This is an optimization exercise on Yosys and OpenROAD, whose aim is small area, a short achievable clock period and few clock cycles, not a production implementation.
Only simulation tests tie the RTL to the original design; equivalence was not proved.
Power is estimated from default activity; no workload was simulated.

==> inputs of 02-04 <==
Design jbeat_crc, start of the top module:
module jbeat_crc (
  input  wire        clk,
  input  wire        rst,
  input  wire        req_valid,
  input  wire        req_write,
  input  wire [3:0]  req_addr,
  input  wire [31:0] req_wdata,
  output reg         rsp_valid,
  output reg  [31:0] rsp_rdata,
  input  wire [31:0] len_src,
  input  wire [31:0] len_tgt,
  input  wire [31:0] len_pat,
  output reg         mem_en,
  output reg         mem_we,
  output reg  [1:0]  mem_sel,
  output reg  [29:0] mem_addr,
  output reg  [3:0]  mem_wstrb,
  output reg  [31:0] mem_wdata,
  input  wire [31:0] mem_rdata
);
  localparam [31:0] POLY = 32'hEDB88320;
  localparam [3:0] C_MIS_SRC = 4'd1, C_SIZE = 4'd4, C_TRUNC = 4'd5,
                   C_ILLEGAL = 4'd6, C_NOTREADY = 4'd7;
  localparam [2:0] K_CKSUM = 3'd0, K_LDEXP = 3'd1, K_STORE = 3'd2,
                   K_VERIFY = 3'd3, K_SEAL = 3'd4;
  localparam [2:0] T_CK = 3'd0, T_LD = 3'd1, T_ST = 3'd2, T_VPAT = 3'd3,
                   T_SPAT = 3'd4, T_SPW = 3'd5, T_END = 3'd7;
  localparam [1:0] E_NONE = 2'd0, E_STORE = 2'd1, E_CHECK = 2'd2, E_SIZE = 2'd3;
  function [31:0] cinit(input [2:0] r);
    case (r)
      3'd0:    cinit = 32'hFFFFFFFF;
      3'd1:    cinit = 32'hF0958FD9;
      3'd2:    cinit = 32'h9A1C9D90;
      3'd3:    cinit = 32'hA32E2681;
      default: cinit = 32'h9226F562;
    endcase
  endfunction
  function [31:0] crc_bits(input [31:0] x, input integer nb);
    integer k;
    reg [31:0] y;
    begin
      y = x;
      for (k = 0; k < nb; k = k + 1)
        y = y[0] ? ((y >> 1) ^ POLY) : (y >> 1);
      crc_bits = y;
    end
  endfunction
  function [31:0] xf_in(input [31:0] x);
    begin
      xf_in[0] = x[1] ^ x[2] ^ x[3] ^ x[12] ^ x[13] ^ x[16] ^ x[19] ^ x[23] ^ x[28] ^ x[30] ^ x[31];
      xf_in[1] = x[1] ^ x[3] ^ x[5] ^ x[6] ^ x[9] ^ x[10] ^ x[11] ^ x[13] ^ x[16] ^ x[17] ^ x[18] ^ x[20] ^ x[21] ^ x[24] ^ x[26] ^ x[28];
      xf_in[2] = x[0] ^ x[3] ^ x[4] ^ x[6] ^ x[8] ^ x[9] ^ x[10] ^ x[12] ^ x[13] ^ x[15] ^ x[16] ^ x[19] ^ x[20] ^ x[22] ^ x[26] ^ x[27];
      xf_in[3] = x[0] ^ x[2] ^ x[8] ^ x[9] ^ x[13] ^ x[15] ^ x[16] ^ x[17] ^ x[20] ^ x[21] ^ x[23] ^ x[24] ^ x[26] ^ x[31];
      xf_in[4] = x[0] ^ x[3] ^ x[5] ^ x[6] ^ x[7] ^ x[8] ^ x[11] ^ x[12] ^ x[14] ^ x[15] ^ x[16] ^ x[17] ^ x[18] ^ x[21] ^ x[31];
  ...
export LEC_CHECK = 0
export CAP_MARGIN = 20
export CORE_MARGIN = 2
export CORE_UTILIZATION = 40
export PLACE_DENSITY = 0.6
export SETUP_SLACK_MARGIN = 4.0
export SLEW_MARGIN = 20
create_clock -name core_clock -period 7.0 [get_ports {clk}]
run.sh (not shown) runs the stock make flow with config.mk's settings and CLKGATE_MAP_FILE= SYNTH_SCRIPT=/design/flow/synth_recipe.tcl, a recipe that flattens the netlist after the stock synthesis.
==> inputs of 04-03, as changes to 02-04 <==
--- a/flow/design.v
+++ b/flow/design.v
@@ -123,12 +123,25 @@
       3'd1: xf_k = 32'hAACF4902;
       3'd2: xf_k = 32'h91CC3812;
       3'd3: xf_k = 32'h204FC84F;
       default: xf_k = 32'hF0B5FBE3;
     endcase
   endfunction
+  function [29:0] add30(input [29:0] a, input [29:0] b);
+    reg [29:0] g, p, gg, pp;
+    integer i, d;
+    begin
+      g = a & b; p = a ^ b; gg = g; pp = p;
+      for (d = 1; d < 30; d = d * 2)
+        for (i = 29; i >= d; i = i - 1) begin
+          gg[i] = gg[i] | (pp[i] & gg[i-d]);
+          pp[i] = pp[i] & pp[i-d];
+        end
+      add30 = p ^ {gg[28:0], 1'b0};
+    end
+  endfunction
   function [29:0] inc30(input [29:0] a);
     integer i;
     begin
       for (i = 0; i < 30; i = i + 1)
         inc30[i] = a[i] ^ ((i == 0) ? 1'b1 : &(a | ~((30'd1 << i) - 30'd1)));
     end
@@ -302,14 +315,13 @@
       T_SPAT:  l_adj = 1'b1;
       T_LD:    l_rem = 30'd3;
       T_ST, T_SPW: l_rem = 30'd1;
       default: ;
     endcase
   end
-  wire [29:0] l_addr_m1 = (lb == 2'd0) ? mem_addr :
-                          (lb == 2'd1) ? inc30(mem_addr) : {inc30({1'b0, mem_addr[29:1]}), mem_addr[0]};
+  wire [29:0] l_addr_m1 = add30(size_p[31:2], {27'h7FFFFFF, (lk != T_ST) ? 3'b100 : (lb == 2'd0) ? 3'b100 : (lb == 2'd1) ? 3'b101 : 3'b110});
   function [3:0] cflags(input [29:0] hi, input ex, input aj);
     reg [3:0] v;
     begin
       v = {1'b0, hi[2:0]} + {3'd0, ex} - {3'd0, aj};
       cflags = (hi[29:3] == 27'd0) ? {v == 4'd3, v == 4'd2, v == 4'd1, v == 4'd0} : 4'd0;
     end
@@ -432,19 +444,12 @@
   end
   wire [31:0] b_d = b_inj ? sum_q[32*b_ib +: 32] : b_al;
   wire [31:0] c_u  = xf_in(d_q) ^ (d_cf ? xf_k(d_r) : 32'd0);
   wire [31:0] s_g  = u_cf ? 32'd0 : s_q;
   wire [31:0] s_nx = ({1'b0, s_g[31:1]} ^ (s_g[0] ? POLY : 32'd0)) ^ u_q;
   wire [31:0] e_acc = xf_out(s_q);
-  wire        rq_idle = !rst && !busy && req_valid;
-  wire [31:0] acc_d   = busy ? e_acc :
-                        cw[12] ? 32'hFFFFFFFF : crc_bits(acc ^ {24'd0, c_imm}, 8);
-  wire        acc_en  = (!rst && vE) || (rq_idle && (q_init || q_byte));
-  wire [31:0] sum_d   = busy ? ~e_acc : ~acc;
-  wire [2:0]  sum_en  = ({3{!rst && vE}} & {e_cb == 2'd2, e_cb == 2'd1, e_cb == 2'd0}) |
-                        ({3{rq_idle && q_final}} & {c_b == 2'd2, c_b == 2'd1, c_b == 2'd0});
   wire fin_ok = busy && !init && !init2 && !init4 && sk == T_END &&
                 !(vA && a_vb) && !vB && !vD && !vU && !(end_act == E_CHECK && vE);
   wire advance = busy && ((init && !(kind == K_VERIFY && pv_new != 2'd0) &&
                            !(kind == K_CKSUM && kb == 2'd2)) || init2 || (init4 && !gt_p4) ||
                           (!init && sk != T_END && tk_go && tk_last));
   always @(posedge clk) begin
@@ -454,18 +459,14 @@
     cf_t  <= cflags(size_t[31:2], |size_t[1:0], 1'b0);
     cf_pm <= cflags(size_p[31:2], p_e, 1'b1);
     cf_p0 <= cflags(size_p[31:2], p_e, 1'b0);
     gt_s  <= gt32(size_s, len_src);
     gt_t  <= gt32(size_t, len_tgt);
     gt_p  <= gt32(size_p, len_pat);
-    gt_p4 <= gt32({rem, size_p[1:0]}, len_pat);
+    gt_p4 <= gt32({mem_addr, size_p[1:0]}, len_pat);
     mem_wdata <= w_data;
-    if (acc_en) acc <= acc_d;
-    if (sum_en[0]) sum_q[31:0]  <= sum_d;
-    if (sum_en[1]) sum_q[63:32] <= sum_d;
-    if (sum_en[2]) sum_q[95:64] <= sum_d;
     mem_wstrb <= w_strb;
     if (rst) begin
       busy   <= 1'b0;
       init   <= 1'b0;
       init2  <= 1'b0;
       init4  <= 1'b0;
@@ -497,28 +498,27 @@
       if (vD) u_q <= c_u;
       vE   <= vU && u_cl;
       if (vE) pend[e_cb] <= 1'b0;
       e_cb <= u_cb;
       if (vU) s_q <= s_nx;
       if (vE) begin
+        acc <= e_acc;
+        sum_q[32*e_cb +: 32] <= ~e_acc;
         sum_v[e_cb] <= 1'b1;
         acc_v <= 1'b1;
         ok    <= 1'b0;
       end
       if (vD && d_exp) begin
         exp_q <= {d_q, exp_q[95:32]};
         if (d_el) begin
           exp_v <= 3'b111;
           ok    <= 1'b0;
         end
       end
       vA     <= 1'b0;
-      if (!busy) begin
-        mem_addr <= {dec30({2'b00, size_p[31:4]}), size_p[3:2]};
-        rem      <= dec30(size_p[31:2]);
-      end
+      if (!busy) mem_addr <= dec30(size_p[31:2]);
       mem_en <= 1'b0;
       mem_we <= 1'b0;
       if (advance) begin
         init2 <= 1'b0;
         pc    <= npc;
         sk    <= lk;
@@ -527,13 +527,13 @@
         first <= 1'b1;
         rem   <= l_rem;
         adj   <= l_adj;
         {f3, f2, f1, f0} <= l_f;
         e     <= |l_t;
         st_t  <= l_t;
-        if (lk == T_ST) mem_addr <= l_addr_m1;
+        if (lk == T_LD || lk == T_ST) mem_addr <= l_addr_m1;
         if (lk == T_ST) wslot <= lb;
         else if (lk == T_SPAT) wslot <= 2'd0;
       end
       if (busy) begin
         if (init) begin
           init <= 1'b0;
@@ -634,14 +634,18 @@
         if (q_size[2]) begin size_q[95:64] <= req_wdata; size_v[2] <= 1'b1; sum_v[2] <= 1'b0; exp_v <= 3'd0; end
         if (|q_size) ok <= 1'b0;
         if (q_flt) begin
           fault <= 1'b1; ok <= 1'b0;
           cause <= q_ill ? C_ILLEGAL : q_nrdy ? C_NOTREADY : chk_cause;
         end
-        if (q_init) acc_v <= 1'b1;
+        if (q_init) begin acc <= 32'hFFFFFFFF; acc_v <= 1'b1; end
+        if (q_byte) acc <= crc_bits(acc ^ {24'd0, c_imm}, 8);
         if (q_final) begin
+          if (c_b == 2'd0) sum_q[31:0]  <= ~acc;
+          if (c_b == 2'd1) sum_q[63:32] <= ~acc;
+          if (c_b == 2'd2) sum_q[95:64] <= ~acc;
           sum_v[c_b] <= 1'b1;
           ok <= 1'b0;
         end
         if (q_chk) ok <= 1'b1;
         if (q_clr) begin
           acc_v <= 1'b0; sum_v <= 3'd0; exp_v <= 3'd0; size_v <= 3'd0;
==> comparison <==
Against 04-03, the utilization of 02-04 is higher by 0.59 points. Of 02-04 and 04-03, 04-03 has the higher setup slack (gap 360 ps). Of 02-04 and 04-03, 04-03 has the higher via count (gap about 5.4%, measured against 04-03). Between 02-04 and 04-03, the lower critical path depth is in 04-03 (gap 2). Maximum frequency: 02-04 is smaller than 04-03 (about 10%). In 04-03 the sequential power is higher than in 02-04, by about 4%. In flip-flop and latch count, 02-04 and 04-03 do not differ. 04-03 passed the timing, DRC and antenna checks. 02-04 finished with timing, DRC and antenna clean. Between 04-03 and 02-04, the lower clock skew is in 02-04 (gap 18 ps). Against 02-04, the global-route usage of 04-03 is higher by 0.42 points. Of 04-03 and 02-04, 02-04 has the higher worst hold slack (gap 6.7 ps).
Testbench counts of 02-04, summed over its fixed seeds: cycles 60,293.
Testbench counts of 04-03, summed over its fixed seeds: cycles 60,293.

==> re-timing with driven ports <==
No port has a modelled driver above. Below, the same layouts with a new extraction and two added sets of constraints.
Step 1 assumes that a clkbuf_16 drives the clock port and a buf_2 every other input.
Step 2 times the ports against the registers' clock, not the clock port: input delays grow and output delays shrink by t, the midpoint of the rising clock arrivals with the driver on.
a / b / c = no drivers / after step 1 / after step 2; a / b = the first two.
run | shift t [ns] | slack for setup (ns) | worst setup path at the end | slew at the worst register clock pin (ns)
02-04 | 0.736 | 3.551 / 3.509 / 2.773 | input to register | 0.07 / 0.07
04-03 | 0.724 | 3.913 / 3.920 / 3.197 | input to register | 0.07 / 0.07
After both steps setup and hold are still met in every run listed. The setup slack of 02-04, which loses most, moves by -0.042 ns with the drivers and by -0.778 ns with both steps.
